Source: an optimization exercise on an open RTL-to-GDS flow (aim: small area, a short achievable clock period and few clock cycles per item). Production flows keep margins and buffers that such runs may drop.
Function was checked by simulation only, so behaviour that the tests miss may differ from the original.
Power and IR drop assume default switching activity.

==> run B <==
==> flow/design.v <==
module ycv32_crc8 (
    input  wire [31:0] r_in,
    input  wire [7:0]  v,
    output reg  [31:0] r_out
);
    integer i;
    always @* begin
        r_out = r_in ^ {24'd0, v};
        for (i = 0; i < 8; i = i + 1) begin
            if (r_out[0])
                r_out = (r_out >> 1) ^ 32'hEDB88320;
            else
                r_out = r_out >> 1;
        end
    end
endmodule
module ycv32 (
    input  wire        clk,
    input  wire        rst,           
    input  wire        cmd_valid,
    output wire        cmd_ready,
    input  wire [39:0] cmd_data,      
    output reg         rsp_valid,
    input  wire        rsp_ready,
    output wire [39:0] rsp_data       
);
    localparam [1:0] PH_IDLE  = 2'd0;
    localparam [1:0] PH_BODY  = 2'd1;
    localparam [1:0] PH_DONE  = 2'd2;
    localparam [1:0] PH_FAULT = 2'd3;
    localparam [7:0] OP_SINIT   = 8'h01;
    localparam [7:0] OP_CFG     = 8'h02;
    localparam [7:0] OP_RDREG   = 8'h03;
    localparam [7:0] OP_PBEGIN  = 8'h10;
    localparam [7:0] OP_PBEGINM = 8'h11;
    localparam [7:0] OP_DATA    = 8'h12;
    localparam [7:0] OP_PEND    = 8'h13;
    localparam [7:0] OP_SEND    = 8'h14;
    localparam [7:0] OP_LDSIZEL = 8'h20;
    localparam [7:0] OP_LDSIZEH = 8'h21;
    localparam [7:0] OP_LDPCRC  = 8'h22;
    localparam [7:0] OP_LDCRC   = 8'h23;
    localparam [7:0] OP_CHKPART = 8'h24;
    localparam [3:0] E_ILLEGAL     = 4'h1;
    localparam [3:0] E_PROTO       = 4'h2;
    localparam [3:0] E_TRUNC       = 4'h3;
    localparam [3:0] E_PART_ORDER  = 4'h4;
    localparam [3:0] E_SIZE        = 4'h5;
    localparam [3:0] E_CRC_PART    = 4'h6;
    localparam [3:0] E_NO_PARTS    = 4'h7;
    localparam [3:0] E_CRC_SESS    = 4'h8;
    localparam [3:0] E_OVERFLOW    = 4'h9;
    localparam K_SINIT = 0, K_CFG = 1, K_RDREG = 2, K_PBEGIN = 3, K_PBEGINM = 4,
               K_DATA = 5, K_PEND = 6, K_SEND = 7, K_LDSIZEL = 8, K_LDSIZEH = 9,
               K_LDPCRC = 10, K_LDCRC = 11, K_CHKPART = 12, K_ILLEGAL = 13;
    reg        sieve_en;
    reg [1:0]  phase;
    reg [3:0]  cause;
    reg        esc_pend;
    reg        multipart;
    reg [31:0] crc_part_raw;
    reg [31:0] crc_sess_raw;
    reg [63:0] len;
    reg [31:0] parts;
    reg [31:0] part_num;
    reg [63:0] exp_size;
    reg [31:0] exp_pcrc;
    reg        exp_pcrc_v;
    reg [31:0] exp_crc;
    reg        exp_crc_v;
    reg        len_max;
    reg        parts_max;
    reg        parts_zero;
    wire [7:0]  c_op  = cmd_data[39:32];
    wire [31:0] c_arg = cmd_data[31:0];
    wire c_hi24_z = (c_arg[31:8] == 24'd0);
    wire c_hi31_z = c_hi24_z & (c_arg[7:1] == 7'd0);
    wire c_zero   = c_hi31_z & ~c_arg[0];
    wire [13:0] c_kind;
    assign c_kind[K_SINIT]   = (c_op == OP_SINIT)   & c_zero;
    assign c_kind[K_CFG]     = (c_op == OP_CFG)     & c_hi31_z;
    assign c_kind[K_RDREG]   = (c_op == OP_RDREG)   & c_hi24_z & (c_arg[7:0] <= 8'h0C);
    assign c_kind[K_PBEGIN]  = (c_op == OP_PBEGIN)  & c_zero;
    assign c_kind[K_PBEGINM] = (c_op == OP_PBEGINM);
    assign c_kind[K_DATA]    = (c_op == OP_DATA)    & c_hi24_z;
    assign c_kind[K_PEND]    = (c_op == OP_PEND)    & c_zero;
    assign c_kind[K_SEND]    = (c_op == OP_SEND)    & c_zero;
    assign c_kind[K_LDSIZEL] = (c_op == OP_LDSIZEL);
    assign c_kind[K_LDSIZEH] = (c_op == OP_LDSIZEH);
    assign c_kind[K_LDPCRC]  = (c_op == OP_LDPCRC);
    assign c_kind[K_LDCRC]   = (c_op == OP_LDCRC);
    assign c_kind[K_CHKPART] = (c_op == OP_CHKPART);
    assign c_kind[K_ILLEGAL] = ~(|c_kind[12:0]);
    wire       c_is3d = (c_arg[7:0] == 8'h3D);
    wire [7:0] c_b42  = c_arg[7:0] - 8'd42;
    reg        rst_q;
    reg        rdy;
    reg        a_v;
    reg [13:0] a_kind;        
    reg        a_k2;          
    reg        c2;            
    reg [3:0]  err_q;         
    reg        ok2_q;         
    reg        val0_q;        
    reg [31:0] arg;
    reg        a_is3d;
    reg [7:0]  a_b42;
    reg        s_v;
    reg        s_disc;
    reg [3:0]  s_code;
    reg        s_view;
    reg [8:0]  s_val;         
    reg [36:0] r_d;           
    assign cmd_ready = rdy;
    assign rsp_data  = {1'b0, {3{r_d[36]}}, r_d[35:0]};
    wire hold2 = a_k2 & ~c2;                  
    wire go    = ~s_v & ~hold2;
    wire exec  = a_v & go;                    
    wire free = ~rsp_valid | rsp_ready;       
    wire [13:0] k  = a_kind;
    wire ph_idle  = (phase == PH_IDLE);
    wire ph_body  = (phase == PH_BODY);
    wire ph_done  = (phase == PH_DONE);
    wire ph_fault = (phase == PH_FAULT);
    wire [31:0] crc_part_dig = ~crc_part_raw;
    wire [31:0] crc_sess_dig = ~crc_sess_raw;
    reg [31:0] view;
    always @* begin
        case (s_v ? s_val[3:0] : arg[3:0])
            4'h0:    view = {31'd0, sieve_en};
            4'h1:    view = {26'd0, exp_crc_v, exp_pcrc_v, multipart, esc_pend, phase};
            4'h2:    view = {28'd0, cause};
            4'h3:    view = part_num;
            4'h4:    view = parts;
            4'h5:    view = len[31:0];
            4'h6:    view = len[63:32];
            4'h7:    view = exp_size[31:0];
            4'h8:    view = exp_size[63:32];
            4'h9:    view = crc_part_dig;
            4'hA:    view = crc_sess_dig;
            4'hB:    view = exp_pcrc;
            4'hC:    view = exp_crc;
            default: view = 32'd0;
        endcase
    end
    wire       sv_emit = ~sieve_en | esc_pend | ~a_is3d;
    wire [7:0] sv_byte = ~sieve_en ? arg[7:0] :
                         esc_pend  ? {a_b42[7] ^ ~a_b42[6], ~a_b42[6], a_b42[5:0]} :
                                     a_b42;
    wire       sv_esc  = sieve_en ? (~esc_pend & a_is3d) : esc_pend;
    wire [31:0] crc_part_step;
    wire [31:0] crc_sess_step;
    ycv32_crc8 u_crc_part (.r_in(crc_part_raw), .v(sv_byte), .r_out(crc_part_step));
    ycv32_crc8 u_crc_sess (.r_in(crc_sess_raw), .v(sv_byte), .r_out(crc_sess_step));
    function [63:0] cmask64(input [63:0] x);
        integer j, i;
        reg [7:0] g;
        reg       cj, pi;
        begin
            for (j = 0; j < 8; j = j + 1)
                g[j] = &x[j*8 +: 8];
            for (j = 0; j < 8; j = j + 1) begin
                cj = &(g | ~((8'd1 << j) - 8'd1));
                for (i = 0; i < 8; i = i + 1) begin
                    pi = &(x[j*8 +: 8] | ~((8'd1 << i) - 8'd1));
                    cmask64[j*8+i] = cj & pi;
                end
            end
        end
    endfunction
    function [31:0] cmask32(input [31:0] x);
        integer j, i;
        reg [3:0] g;
        reg       cj, pi;
        begin
            for (j = 0; j < 4; j = j + 1)
                g[j] = &x[j*8 +: 8];
            for (j = 0; j < 4; j = j + 1) begin
                cj = &(g | ~((4'd1 << j) - 4'd1));
                for (i = 0; i < 8; i = i + 1) begin
                    pi = &(x[j*8 +: 8] | ~((8'd1 << i) - 8'd1));
                    cmask32[j*8+i] = cj & pi;
                end
            end
        end
    endfunction
    wire gate     = ~multipart | (parts == part_num);
    wire sess_bad = crc_sess_dig != exp_crc;
    wire size_bad = len != exp_size;
    wire pcrc_bad = exp_pcrc_v & (crc_part_dig != exp_pcrc);
    wire chk_bad  = arg != part_num;
    wire k_begin  = k[K_PBEGIN] | k[K_PBEGINM];
    wire k_ld     = k[K_LDSIZEL] | k[K_LDSIZEH] | k[K_LDPCRC] | k[K_LDCRC];
    wire k_body   = k_ld | k[K_PEND] | k[K_CHKPART];     
    wire r_cfg    = k[K_CFG] & ph_idle;
    wire r_begin  = k_begin & ph_idle;
    wire r_data   = k[K_DATA] & ph_body;
    wire r_pend   = k[K_PEND] & ph_body;
    wire r_send   = k[K_SEND] & ph_idle;
    wire ovf_data = sv_emit & len_max;
    wire ok_emit  = r_data & sv_emit & ~len_max;
    wire ok_data  = r_data & ~ovf_data;
    wire inc_parts = r_pend & ~parts_max;
    wire ok_pend  = k[K_PEND] & ok2_q;
    wire ok_send  = k[K_SEND] & ok2_q;
    reg [3:0] err1;
    always @* begin
        err1 = 4'd0;
        if (ph_fault)
            err1 = 4'd0;
        else if (k[K_ILLEGAL])
            err1 = E_ILLEGAL;
        else if ((k[K_CFG] | k_begin) & ~ph_idle)
            err1 = E_PROTO;
        else if (k[K_DATA])
            err1 = ~ph_body ? E_PROTO : ovf_data ? E_OVERFLOW : 4'd0;
        else if (k_ld & ~ph_body)
            err1 = E_PROTO;
    end
    reg [3:0] err2;
    always @* begin
        err2 = 4'd0;
        if (ph_fault)
            err2 = 4'd0;
        else if (k[K_SEND])
            err2 = ph_body ? E_TRUNC : ph_done ? E_PROTO :
                   parts_zero ? E_NO_PARTS :
                   (gate & exp_crc_v & sess_bad) ? E_CRC_SESS : 4'd0;
        else if (~ph_body)
            err2 = E_PROTO;
        else if (k[K_PEND])
            err2 = parts_max ? E_OVERFLOW : size_bad ? E_SIZE :
                   pcrc_bad ? E_CRC_PART : 4'd0;
        else if (chk_bad)
            err2 = E_PART_ORDER;
    end
    wire ok2   = ~ph_fault & (err2 == 4'd0);
    wire val02 = ok2 & (k[K_PEND] ? exp_pcrc_v : (gate & exp_crc_v));
    wire [3:0] err = a_k2 ? err_q : err1;
    wire x_err   = (err != 4'd0);
    wire x_disc  = ph_fault & ~(k[K_SINIT] | k[K_RDREG]) & a_v;
    wire        rd       = a_kind[K_RDREG];
    wire        data_val = ok_data & sv_emit;
    wire        val0     = a_k2 & val0_q;
    wire        res_disc = x_disc;
    wire [3:0]  res_code = x_disc ? 4'hF : err;
    wire [8:0]  res_lo   = {data_val, data_val ? sv_byte : 8'd0} | {8'd0, val0};
    wire [31:0] res_val  = rd ? view : {23'd0, res_lo};
    wire [36:0] s_rsp    = {s_disc, s_code, s_view ? view : {23'd0, s_val}};
    wire clr_sess = rst_q | (k[K_SINIT] & go);    
    wire clr_part = clr_sess | (r_begin & go);    
    wire ld_go    = ph_body & go;
    wire [31:0] argz = arg & {32{~rst_q & ~a_kind[K_PBEGINM]}};
    always @(posedge clk) begin
        if (rst_q)
            sieve_en <= 1'b1;
        else if (r_cfg & go)
            sieve_en <= arg[0];
        if (clr_sess)
            phase <= PH_IDLE;
        else if (go) begin
            if (x_err)
                phase <= PH_FAULT;
            else if (r_begin)
                phase <= PH_BODY;
            else if (ok_pend)
                phase <= PH_IDLE;
            else if (ok_send)
                phase <= PH_DONE;
        end
        if (clr_sess)
            cause <= 4'd0;
        else if (x_err & go)
            cause <= err;
        if (clr_part)
            esc_pend <= 1'b0;
        else if (ok_data & go)
            esc_pend <= sv_esc;
        if (clr_sess)
            multipart <= 1'b0;
        else if (r_begin & a_kind[K_PBEGINM] & go)
            multipart <= 1'b1;
        if (clr_part | (ok_emit & go))
            crc_part_raw <= crc_part_step | {32{clr_part}};
        if (clr_sess | (ok_emit & go))
            crc_sess_raw <= crc_sess_step | {32{clr_sess}};
        len <= (len ^ (cmask64(len) & {64{ok_emit & go}})) & {64{~clr_part}};
        if (clr_part)
            len_max <= 1'b0;
        else if (ok_emit & go)
            len_max <= (&len[63:1]) & ~len[0];
        parts <= (parts ^ (cmask32(parts) & {32{inc_parts & go}})) & {32{~clr_sess}};
        if (clr_sess) begin
            parts_max  <= 1'b0;
            parts_zero <= 1'b1;
        end else if (inc_parts & go) begin
            parts_max  <= (&parts[31:1]) & ~parts[0];
            parts_zero <= 1'b0;
        end
        if (clr_sess | (r_begin & go))
            part_num <= arg & {32{~rst_q}};
        if (clr_part | (k[K_LDSIZEL] & ld_go))
            exp_size[31:0] <= argz;
        if (clr_part | (k[K_LDSIZEH] & ld_go))
            exp_size[63:32] <= argz;
        if (clr_part | (k[K_LDPCRC] & ld_go))
            exp_pcrc <= argz;
        if (clr_part)
            exp_pcrc_v <= 1'b0;
        else if (k[K_LDPCRC] & ld_go)
            exp_pcrc_v <= 1'b1;
        if (clr_sess | (k[K_LDCRC] & ld_go))
            exp_crc <= argz;
        if (clr_sess)
            exp_crc_v <= 1'b0;
        else if (k[K_LDCRC] & ld_go)
            exp_crc_v <= 1'b1;
    end
    wire c_k2   = c_kind[K_PEND] | c_kind[K_SEND] | c_kind[K_CHKPART];
    wire a_v_n  = rdy ? cmd_valid : a_v;
    wire a_k2_n = rdy ? (cmd_valid & c_k2) : a_k2;
    wire c2_n   = ~rdy & (c2 | a_k2);
    wire s_v_n  = free ? 1'b0 : (s_v | exec);
    always @(posedge clk) begin
        rst_q <= rst;
        if (rst) begin
            rdy       <= 1'b0;
            a_v       <= 1'b0;
            a_k2      <= 1'b0;
            c2        <= 1'b0;
            a_kind    <= 14'd0;
            s_v       <= 1'b0;
            rsp_valid <= 1'b0;
        end else begin
            rdy       <= ~(a_v_n & (s_v_n | (a_k2_n & ~c2_n)));
            a_v       <= a_v_n;
            a_k2      <= a_k2_n;
            c2        <= c2_n;
            s_v       <= s_v_n;
            if (rdy)
                a_kind <= c_kind & {14{cmd_valid}};
            if (free)
                rsp_valid <= s_v | exec;
        end
    end
    always @(posedge clk) begin
        if (rdy) begin
            arg    <= c_arg;
            a_is3d <= c_is3d;
            a_b42  <= c_b42;
        end
        if (hold2) begin
            err_q  <= err2;
            ok2_q  <= ok2;
            val0_q <= val02;
        end
        if (exec) begin
            s_disc <= res_disc;
            s_code <= res_code;
            s_view <= rd;
            s_val  <= rd ? {5'd0, arg[3:0]} : res_lo;
        end
        r_d <= ((s_v ? s_rsp : {res_disc, res_code, res_val}) & {37{free}}) |
               (r_d & {37{~free}});
    end
endmodule
==> flow/run.sh <==
#!/bin/bash
# synth_recipe.tcl (not shown) runs the flow's synth.tcl, then flattens the netlist and writes it again
# the make line also repeats each setting of config.mk as NAME=value (left out here)
make -C /OpenROAD-flow-scripts/flow DESIGN_CONFIG=/design/flow/config.mk WORK_HOME=/design/flow/orfs CLKGATE_MAP_FILE= SYNTH_SCRIPT=/design/flow/synth_recipe.tcl finish
==> flow/config.mk <==
export PLATFORM = sky130hd
export DESIGN_NAME = ycv32
export DESIGN_NICKNAME = ycv32
export VERILOG_FILES = /design/flow/design.v
export SDC_FILE = /design/flow/constraint.sdc
export NUM_CORES = 4
export LEC_CHECK = 0
export CAP_MARGIN = 20
export CORE_MARGIN = 2
export CORE_UTILIZATION = 70
export CTS_CLUSTER_DIAMETER = 80
export CTS_CLUSTER_SIZE = 20
export SETUP_SLACK_MARGIN = 3.4
export SLEW_MARGIN = 20
==> flow/constraint.sdc <==
create_clock -name core_clock -period 6.0 [get_ports {clk}]
set_input_delay 1.2000 -clock core_clock [delete_from_list [all_inputs] [get_ports {clk}]]
set_output_delay 1.2000 -clock core_clock [all_outputs]
set_load 0.01 [all_outputs]
==> run C (differences from run B) <==
==> flow/design.v, changed modules only <==
module ycv32 (
    input  wire        clk,
    input  wire        rst,           
    input  wire        cmd_valid,
    output wire        cmd_ready,
    input  wire [39:0] cmd_data,      
    output reg         rsp_valid,
    input  wire        rsp_ready,
    output wire [39:0] rsp_data       
);
    localparam [1:0] PH_IDLE  = 2'd0;
    localparam [1:0] PH_BODY  = 2'd1;
    localparam [1:0] PH_DONE  = 2'd2;
    localparam [1:0] PH_FAULT = 2'd3;
    localparam [7:0] OP_SINIT   = 8'h01;
    localparam [7:0] OP_CFG     = 8'h02;
    localparam [7:0] OP_RDREG   = 8'h03;
    localparam [7:0] OP_PBEGIN  = 8'h10;
    localparam [7:0] OP_PBEGINM = 8'h11;
    localparam [7:0] OP_DATA    = 8'h12;
    localparam [7:0] OP_PEND    = 8'h13;
    localparam [7:0] OP_SEND    = 8'h14;
    localparam [7:0] OP_LDSIZEL = 8'h20;
    localparam [7:0] OP_LDSIZEH = 8'h21;
    localparam [7:0] OP_LDPCRC  = 8'h22;
    localparam [7:0] OP_LDCRC   = 8'h23;
    localparam [7:0] OP_CHKPART = 8'h24;
    localparam [3:0] E_ILLEGAL     = 4'h1;
    localparam [3:0] E_PROTO       = 4'h2;
    localparam [3:0] E_TRUNC       = 4'h3;
    localparam [3:0] E_PART_ORDER  = 4'h4;
    localparam [3:0] E_SIZE        = 4'h5;
    localparam [3:0] E_CRC_PART    = 4'h6;
    localparam [3:0] E_NO_PARTS    = 4'h7;
    localparam [3:0] E_CRC_SESS    = 4'h8;
    localparam [3:0] E_OVERFLOW    = 4'h9;
    localparam K_SINIT = 0, K_CFG = 1, K_RDREG = 2, K_PBEGIN = 3, K_PBEGINM = 4,
               K_DATA = 5, K_PEND = 6, K_SEND = 7, K_LDSIZEL = 8, K_LDSIZEH = 9,
               K_LDPCRC = 10, K_LDCRC = 11, K_CHKPART = 12, K_ILLEGAL = 13;
    reg        sieve_en;
    reg [1:0]  phase;
    reg [3:0]  cause;
    reg        esc_pend;
    reg        multipart;
    reg [31:0] crc_part_raw;
    reg [31:0] crc_sess_raw;
    reg [63:0] len;
    reg [31:0] parts;
    reg [31:0] part_num;
    reg [63:0] exp_size;
    reg [31:0] exp_pcrc;
    reg        exp_pcrc_v;
    reg [31:0] exp_crc;
    reg        exp_crc_v;
    reg        len_max;
    reg        parts_max;
    reg        parts_zero;
    wire [7:0]  c_op  = cmd_data[39:32];
    wire [31:0] c_arg = cmd_data[31:0];
    wire c_hi24_z = (c_arg[31:8] == 24'd0);
    wire c_hi31_z = c_hi24_z & (c_arg[7:1] == 7'd0);
    wire c_zero   = c_hi31_z & ~c_arg[0];
    wire [13:0] c_kind;
    assign c_kind[K_SINIT]   = (c_op == OP_SINIT)   & c_zero;
    assign c_kind[K_CFG]     = (c_op == OP_CFG)     & c_hi31_z;
    assign c_kind[K_RDREG]   = (c_op == OP_RDREG)   & c_hi24_z & (c_arg[7:0] <= 8'h0C);
    assign c_kind[K_PBEGIN]  = (c_op == OP_PBEGIN)  & c_zero;
    assign c_kind[K_PBEGINM] = (c_op == OP_PBEGINM);
    assign c_kind[K_DATA]    = (c_op == OP_DATA)    & c_hi24_z;
    assign c_kind[K_PEND]    = (c_op == OP_PEND)    & c_zero;
    assign c_kind[K_SEND]    = (c_op == OP_SEND)    & c_zero;
    assign c_kind[K_LDSIZEL] = (c_op == OP_LDSIZEL);
    assign c_kind[K_LDSIZEH] = (c_op == OP_LDSIZEH);
    assign c_kind[K_LDPCRC]  = (c_op == OP_LDPCRC);
    assign c_kind[K_LDCRC]   = (c_op == OP_LDCRC);
    assign c_kind[K_CHKPART] = (c_op == OP_CHKPART);
    assign c_kind[K_ILLEGAL] = ~(|c_kind[12:0]);
    wire       c_is3d = (c_arg[7:0] == 8'h3D);
    wire [7:0] c_b42  = c_arg[7:0] - 8'd42;
    reg        rst_q;
    reg        rdy;
    reg        a_v;
    reg [13:0] a_kind;        
    reg [31:0] arg;
    reg        a_is3d;
    reg [7:0]  a_b42;
    reg        s_v;
    reg        s_disc;
    reg [3:0]  s_code;
    reg        s_view;
    reg [8:0]  s_val;         
    reg [36:0] r_d;           
    assign cmd_ready = rdy;
    assign rsp_data  = {1'b0, {3{r_d[36]}}, r_d[35:0]};
    wire exec = a_v & ~s_v;                   
    wire free = ~rsp_valid | rsp_ready;       
    wire [13:0] k  = a_kind;
    wire        go = ~s_v;
    wire ph_idle  = (phase == PH_IDLE);
    wire ph_body  = (phase == PH_BODY);
    wire ph_done  = (phase == PH_DONE);
    wire ph_fault = (phase == PH_FAULT);
    wire [31:0] crc_part_dig = ~crc_part_raw;
    wire [31:0] crc_sess_dig = ~crc_sess_raw;
    reg [31:0] view;
    always @* begin
        case (s_v ? s_val[3:0] : arg[3:0])
            4'h0:    view = {31'd0, sieve_en};
            4'h1:    view = {26'd0, exp_crc_v, exp_pcrc_v, multipart, esc_pend, phase};
            4'h2:    view = {28'd0, cause};
            4'h3:    view = part_num;
            4'h4:    view = parts;
            4'h5:    view = len[31:0];
            4'h6:    view = len[63:32];
            4'h7:    view = exp_size[31:0];
            4'h8:    view = exp_size[63:32];
            4'h9:    view = crc_part_dig;
            4'hA:    view = crc_sess_dig;
            4'hB:    view = exp_pcrc;
            4'hC:    view = exp_crc;
            default: view = 32'd0;
        endcase
    end
    wire       sv_emit = ~sieve_en | esc_pend | ~a_is3d;
    wire [7:0] sv_byte = ~sieve_en ? arg[7:0] :
                         esc_pend  ? {a_b42[7] ^ ~a_b42[6], ~a_b42[6], a_b42[5:0]} :
                                     a_b42;
    wire       sv_esc  = sieve_en ? (~esc_pend & a_is3d) : esc_pend;
    wire [31:0] crc_part_step;
    wire [31:0] crc_sess_step;
    ycv32_crc8 u_crc_part (.r_in(crc_part_raw), .v(sv_byte), .r_out(crc_part_step));
    ycv32_crc8 u_crc_sess (.r_in(crc_sess_raw), .v(sv_byte), .r_out(crc_sess_step));
    function [63:0] cmask64(input [63:0] x);
        integer j, i;
        reg [7:0] g;
        reg       cj, pi;
        begin
            for (j = 0; j < 8; j = j + 1)
                g[j] = &x[j*8 +: 8];
            for (j = 0; j < 8; j = j + 1) begin
                cj = &(g | ~((8'd1 << j) - 8'd1));
                for (i = 0; i < 8; i = i + 1) begin
                    pi = &(x[j*8 +: 8] | ~((8'd1 << i) - 8'd1));
                    cmask64[j*8+i] = cj & pi;
                end
            end
        end
    endfunction
    function [31:0] cmask32(input [31:0] x);
        integer j, i;
        reg [3:0] g;
        reg       cj, pi;
        begin
            for (j = 0; j < 4; j = j + 1)
                g[j] = &x[j*8 +: 8];
            for (j = 0; j < 4; j = j + 1) begin
                cj = &(g | ~((4'd1 << j) - 4'd1));
                for (i = 0; i < 8; i = i + 1) begin
                    pi = &(x[j*8 +: 8] | ~((8'd1 << i) - 8'd1));
                    cmask32[j*8+i] = cj & pi;
                end
            end
        end
    endfunction
    wire gate     = ~multipart | (parts == part_num);
    wire sess_bad = crc_sess_dig != exp_crc;
    wire size_bad = len != exp_size;
    wire pcrc_bad = exp_pcrc_v & (crc_part_dig != exp_pcrc);
    wire chk_bad  = arg != part_num;
    wire k_begin  = k[K_PBEGIN] | k[K_PBEGINM];
    wire k_ld     = k[K_LDSIZEL] | k[K_LDSIZEH] | k[K_LDPCRC] | k[K_LDCRC];
    wire k_body   = k_ld | k[K_PEND] | k[K_CHKPART];     
    wire r_cfg    = k[K_CFG] & ph_idle;
    wire r_begin  = k_begin & ph_idle;
    wire r_data   = k[K_DATA] & ph_body;
    wire r_pend   = k[K_PEND] & ph_body;
    wire r_send   = k[K_SEND] & ph_idle;
    wire ovf_data = sv_emit & len_max;
    wire ok_emit  = r_data & sv_emit & ~len_max;
    wire ok_data  = r_data & ~ovf_data;
    wire inc_parts = r_pend & ~parts_max;
    wire ok_pend  = inc_parts & ~size_bad & ~pcrc_bad;
    wire ok_send  = r_send & ~parts_zero & ~(gate & exp_crc_v & sess_bad);
    reg [3:0] err;
    always @* begin
        err = 4'd0;
        if (ph_fault)
            err = 4'd0;
        else if (k[K_ILLEGAL])
            err = E_ILLEGAL;
        else if ((k[K_CFG] | k_begin) & ~ph_idle)
            err = E_PROTO;
        else if (k[K_DATA])
            err = ~ph_body ? E_PROTO : ovf_data ? E_OVERFLOW : 4'd0;
        else if (k[K_SEND])
            err = ph_body ? E_TRUNC : ph_done ? E_PROTO :
                  parts_zero ? E_NO_PARTS :
                  (gate & exp_crc_v & sess_bad) ? E_CRC_SESS : 4'd0;
        else if (k_body & ~ph_body)
            err = E_PROTO;
        else if (k[K_PEND])
            err = parts_max ? E_OVERFLOW : size_bad ? E_SIZE :
                  pcrc_bad ? E_CRC_PART : 4'd0;
        else if (k[K_CHKPART])
            err = chk_bad ? E_PART_ORDER : 4'd0;
    end
    wire x_err   = (err != 4'd0);
    wire x_disc  = ph_fault & ~(k[K_SINIT] | k[K_RDREG]) & a_v;
    wire        rd       = a_kind[K_RDREG];
    wire        data_val = ok_data & sv_emit;
    wire        val0     = (ok_pend & exp_pcrc_v) | (ok_send & gate & exp_crc_v);
    wire        res_disc = x_disc;
    wire [3:0]  res_code = x_disc ? 4'hF : err;
    wire [8:0]  res_lo   = {data_val, data_val ? sv_byte : 8'd0} | {8'd0, val0};
    wire [31:0] res_val  = rd ? view : {23'd0, res_lo};
    wire [36:0] s_rsp    = {s_disc, s_code, s_view ? view : {23'd0, s_val}};
    wire clr_sess = rst_q | (k[K_SINIT] & go);    
    wire clr_part = clr_sess | (r_begin & go);    
    wire ld_go    = ph_body & go;
    wire [31:0] argz = arg & {32{~rst_q & ~a_kind[K_PBEGINM]}};
    always @(posedge clk) begin
        if (rst_q)
            sieve_en <= 1'b1;
        else if (r_cfg & go)
            sieve_en <= arg[0];
        if (clr_sess)
            phase <= PH_IDLE;
        else if (go) begin
            if (x_err)
                phase <= PH_FAULT;
            else if (r_begin)
                phase <= PH_BODY;
            else if (ok_pend)
                phase <= PH_IDLE;
            else if (ok_send)
                phase <= PH_DONE;
        end
        if (clr_sess)
            cause <= 4'd0;
        else if (x_err & go)
            cause <= err;
        if (clr_part)
            esc_pend <= 1'b0;
        else if (ok_data & go)
            esc_pend <= sv_esc;
        if (clr_sess)
            multipart <= 1'b0;
        else if (r_begin & a_kind[K_PBEGINM] & go)
            multipart <= 1'b1;
        if (clr_part | (ok_emit & go))
            crc_part_raw <= crc_part_step | {32{clr_part}};
        if (clr_sess | (ok_emit & go))
            crc_sess_raw <= crc_sess_step | {32{clr_sess}};
        len <= (len ^ (cmask64(len) & {64{ok_emit & go}})) & {64{~clr_part}};
        if (clr_part)
            len_max <= 1'b0;
        else if (ok_emit & go)
            len_max <= (&len[63:1]) & ~len[0];
        parts <= (parts ^ (cmask32(parts) & {32{inc_parts & go}})) & {32{~clr_sess}};
        if (clr_sess) begin
            parts_max  <= 1'b0;
            parts_zero <= 1'b1;
        end else if (inc_parts & go) begin
            parts_max  <= (&parts[31:1]) & ~parts[0];
            parts_zero <= 1'b0;
        end
        if (clr_sess | (r_begin & go))
            part_num <= arg & {32{~rst_q}};
        if (clr_part | (k[K_LDSIZEL] & ld_go))
            exp_size[31:0] <= argz;
        if (clr_part | (k[K_LDSIZEH] & ld_go))
            exp_size[63:32] <= argz;
        if (clr_part | (k[K_LDPCRC] & ld_go))
            exp_pcrc <= argz;
        if (clr_part)
            exp_pcrc_v <= 1'b0;
        else if (k[K_LDPCRC] & ld_go)
            exp_pcrc_v <= 1'b1;
        if (clr_sess | (k[K_LDCRC] & ld_go))
            exp_crc <= argz;
        if (clr_sess)
            exp_crc_v <= 1'b0;
        else if (k[K_LDCRC] & ld_go)
            exp_crc_v <= 1'b1;
    end
    wire a_v_n = rdy ? cmd_valid : a_v;
    wire s_v_n = free ? 1'b0 : (s_v | exec);
    always @(posedge clk) begin
        rst_q <= rst;
        if (rst) begin
            rdy       <= 1'b0;
            a_v       <= 1'b0;
            a_kind    <= 14'd0;
            s_v       <= 1'b0;
            rsp_valid <= 1'b0;
        end else begin
            rdy       <= ~(a_v_n & s_v_n);
            a_v       <= a_v_n;
            s_v       <= s_v_n;
            if (rdy)
                a_kind <= c_kind & {14{cmd_valid}};
            if (free)
                rsp_valid <= s_v | exec;
        end
    end
    always @(posedge clk) begin
        if (rdy) begin
            arg    <= c_arg;
            a_is3d <= c_is3d;
            a_b42  <= c_b42;
        end
        if (exec) begin
            s_disc <= res_disc;
            s_code <= res_code;
            s_view <= rd;
            s_val  <= rd ? {5'd0, arg[3:0]} : res_lo;
        end
        r_d <= ((s_v ? s_rsp : {res_disc, res_code, res_val}) & {37{free}}) |
               (r_d & {37{~free}});
    end
endmodule
==> summary of the runs <==
Of run B and run C, run C has the higher clock skew (gap 0.018 ns). Of run B and run C, run B has the higher synthesized cell count (gap about 0.7%, measured against run C). Of run C and run B, run C has the higher combinational power (gap about 20%, measured against run B). In run B the sequential share of layout area is higher than in run C, by 1.8 points. Final area: run C is higher than run B (about 2%). Against run C, the first-iteration DRC count of run B is lower by 0.25%. Critical path depth: run B is lower than run C (1).
Testbench counts of run B, summed over its fixed seeds: cycles 24,718, items 24,267.
Testbench counts of run C, summed over its fixed seeds: cycles 24,291, items 24,267.

==> afterwards: timing with drivers on the ports <==
The flow's constraints put no driver on any port. The routed layouts listed below were extracted and timed again, unchanged, in two steps. Step 1 assumes that a clkbuf_16 drives the clock port and a buf_2 every other input. Step 2 times the ports against the registers' clock, not the clock port: input delays grow and output delays shrink by t, the midpoint of the rising clock arrivals with the driver on. Three values: no drivers, after step 1, after step 2; two values: the first two.
run | shift t [ns] | setup slack, ns | latest minus earliest clock arrival (ns) | worst register clock-pin slew, ns | cell pins on the clock port's net
run B | 0.641 | 3.167 / 3.167 / 2.782 | 0.022 / 0.021 | 0.10 / 0.10 | 1
run C | 0.639 | 2.982 / 2.982 / 2.827 | 0.036 / 0.036 | 0.10 / 0.10 | 1
After both steps setup and hold are still met in every run listed. The setup slack of run B, which loses most, moves by 0.000 ns with the drivers and by -0.385 ns with both steps.
